From an optimization exercise on the open Yosys and OpenROAD flow, aimed at small area, a short achievable clock period and few clock cycles per item; shortcuts taken in it are not production practice. In this exercise RTL edits were held to simulation tests only and were not proved equivalent to the original. No activity file was given, so power comes from the tool's default toggle rates.

==> flow/design.v (excerpt) <==
module drum_mixer #(
    parameter N_VOICES       = 8,
    parameter NUM_DRUMS      = 16,
    parameter BUF_SIZE       = 256,
    parameter BASE_THRESHOLD = 100,
    parameter HARDEST_HIT    = 1200
) (
    input  wire        clk,
    input  wire        rst,
    input  wire        cmd_valid,
    output reg         cmd_ready,
    input  wire [47:0] cmd_word,
    input  wire        rf_valid,
    output reg         rf_ready,
    input  wire [15:0] rf_word,
    output reg         rf_done,
    output wire        srom_rd,
    output wire [7:0]  srom_drum,
    output wire [31:0] srom_pos,
    input  wire [15:0] srom_data,
    input  wire [31:0] srom_len,
    output reg         ob_we,
    output reg         ob_buf,
    output reg  [9:0]  ob_idx,
    output reg  [15:0] ob_data,
    output reg         idle,
    output reg         err,
    output wire [7:0]  nactive,
    output wire [31:0] sample_clk
);
Size: roughly 2900 cells after synthesis, about 740 flip-flops, about 230 I/O pins, ~0.035 mm2 of cells after synthesis.
Settings: LEC_CHECK=0, CAP_MARGIN=20, CORE_MARGIN=2, CORE_UTILIZATION=60, SLEW_MARGIN=20; clock period 26.0 ns.
standard.sh (not shown) runs the stock make flow with config.mk's settings and CLKGATE_MAP_FILE= SYNTH_SCRIPT=/design/flow/synth_recipe.tcl, a recipe that flattens the netlist after the stock synthesis.
==> flow/flow/run.sh <==
#!/bin/bash
# The standard layout, with two changes: the port buffers are buf_2 cells
# instead of the flow's default (a slow delay buffer), and clock tree
# synthesis inserts no dummy loads.  Everything else is standard.sh.
set -euo pipefail
bash standard.sh \
  "BUFFER_PORTS_ARGS=-buffer_cell sky130_fd_sc_hd__buf_2" \
  "CTS_ARGS=-sink_clustering_enable -repair_clock_nets -buf_list sky130_fd_sc_hd__clkbuf_16 -dont_use_dummy_load" \
  finish > make_finish.log 2>&1
Testbench counts at the start, summed over its fixed seeds: cycles 128,467, items 24,576.
==> next run, changes <==
--- a/flow/design.v
+++ b/flow/design.v
@@ -67,15 +67,15 @@
     reg        rq_cap;               
     reg        rq_ill;               
     reg        mixing;
     reg        open;                 
     reg [8:0]  left;                 
     reg        cur_b;
     reg [7:0]  done;                 
-    reg        r_val, r_rd, r_first, r_emit, r_done, r_b;
+    reg        r_val, r_first, r_emit, r_done, r_b;
     reg [7:0]  r_oh;                 
     reg [3:0]  r_drum;
     reg [31:0] r_pos;
     reg        d_val, d_rd, d_first, d_emit, d_done, d_b;
     reg [7:0]  d_oh;
     reg [31:0] d_p1;
     reg        m_val, m_rd, m_first, m_emit, m_done, m_b;
@@ -168,15 +168,15 @@
     end
     wire do_exec = c_pend && !div_busy && !mixing && (infl == 8'd0);
     wire c_go_n   = cmd_acc;
     wire c_pend_n = c_go ? cmd_alloc : (c_pend && !do_exec);
     wire rq_go_n  = rf_acc && !rw_run;
     wire mixing_n = (rf_acc && rw_run) || (mixing && !f_flush);
     wire cnt_z_n  = !(c_go && cmd_alloc && is_trig) && !c_init && (c_cnt <= 4'd1);
-    wire exec_n   = c_pend_n && cnt_z_n && !mixing && !r_rd;
+    wire exec_n   = c_pend_n && cnt_z_n && !mixing && (r_oh == 8'd0);
     wire rdy_n    = !cmd_acc && !rf_acc && (!c_pend_n || exec_n);
     wire mix_stay = mixing && !f_flush;
     reg [11:0] m_vel;
     integer vi;
     always @(*) begin
         m_vel = 12'd0;
         for (vi = 0; vi < 8; vi = vi + 1)
@@ -646,20 +646,16 @@
             c_cnt     <= 4'd0;
             rq_go     <= 1'b0;
             mixing    <= 1'b0;
             err       <= 1'b0;
             S         <= 32'd0;
             act       <= 8'd0;
             r_val     <= 1'b0;
-            r_rd      <= 1'b0;
             srom_rd_q <= 1'b0;
-            r_oh      <= 8'd0;
             d_val     <= 1'b0;
-            d_rd      <= 1'b0;
-            d_oh      <= 8'd0;
             m_val     <= 1'b0;
             ob_we     <= 1'b0;
             rf_done   <= 1'b0;
             w_first   <= 1'b1;
             idle      <= 1'b0;
         end else begin
             cmd_ready <= rdy_n;
@@ -682,20 +678,16 @@
             end
             if (f_new)
                 S <= inc32(S);
             act <= act_e;
             if (do_exec)
                 act[slot] <= 1'b1;
             r_val   <= f_new || f_rd || f_flush || rq_go;
-            r_rd    <= f_rd;
             srom_rd_q <= f_rd;
-            r_oh    <= f_rd ? pick_oh : 8'd0;
             d_val   <= r_val;
-            d_rd    <= r_rd;
-            d_oh    <= r_oh;
             m_val   <= d_val;
             ob_we   <= m_val && m_emit;
             rf_done <= m_val && m_done;
             if (m_val && m_emit)
                 w_first <= 1'b0;
             if (m_val && m_done)
                 w_first <= 1'b1;
@@ -753,20 +745,23 @@
             v_vel[slot]  <= new_vel;
             for (q = 0; q < 8; q = q + 1) begin
                 if (q < slot) ge[q][slot] <= 1'b1;
                 if (q > slot) ge[slot][q] <= !nz[q];
             end
         end
         nact_r <= act[0] + act[1] + act[2] + act[3] + act[4] + act[5] + act[6] + act[7];
+        r_oh    <= f_rd ? pick_oh : 8'd0;
         r_first <= f_new;
         r_emit  <= (f_new && open) || f_flush;
         r_done  <= f_flush || rq_go;
         r_b     <= cur_b;
         r_drum  <= pick_drum;
         r_pos   <= pick_pos;
+        d_rd    <= |r_oh;
+        d_oh    <= r_oh;
         d_first <= r_first;
         d_emit  <= r_emit;
         d_done  <= r_done;
         d_b     <= r_b;
         d_p1    <= inc32(r_pos);
         m_rd    <= d_rd;
         m_first <= d_val && d_first;
What happened:
- critical path depth goes up by 6
- sequential cell count does not change
- final cell count goes down by a few percent
- routed wire length goes down by a few percent
- combinational power barely changes
- setup slack improved by 11 ps
- die area goes down slightly
- cell area goes down slightly
Testbench counts after the change, summed over its fixed seeds: cycles 128,467, items 24,576.

-- static timing again, ports no longer ideal --
Ports are ideal in the flow. The routed layouts listed here were re-timed in OpenROAD.
Step 1 (the two cells are an assumption about what drives the block):
set clk [get_ports {clk}]
set_driving_cell -lib_cell sky130_fd_sc_hd__clkbuf_16 $clk
set_driving_cell -lib_cell sky130_fd_sc_hd__buf_2 [delete_from_list [all_inputs] $clk]
Step 2, shift: input delay + t, output delay - t, t = (earliest + latest rising clock arrival at the registers) / 2. This alone moves slack from input paths to output paths.
Three values: ideal, step 1, step 2; two values: the first two.
run	t (ns)	slack for setup (ns)	worst setup path after step 2
the first run	0.661	19.485 / 19.421 / 18.919	input to register
the second run	0.649	19.495 / 19.493 / 18.893	input to register
After both steps every run listed still meets setup and hold. The setup slack of the second run, which loses most, moves by -0.002 ns with the drivers and by -0.602 ns with both steps.
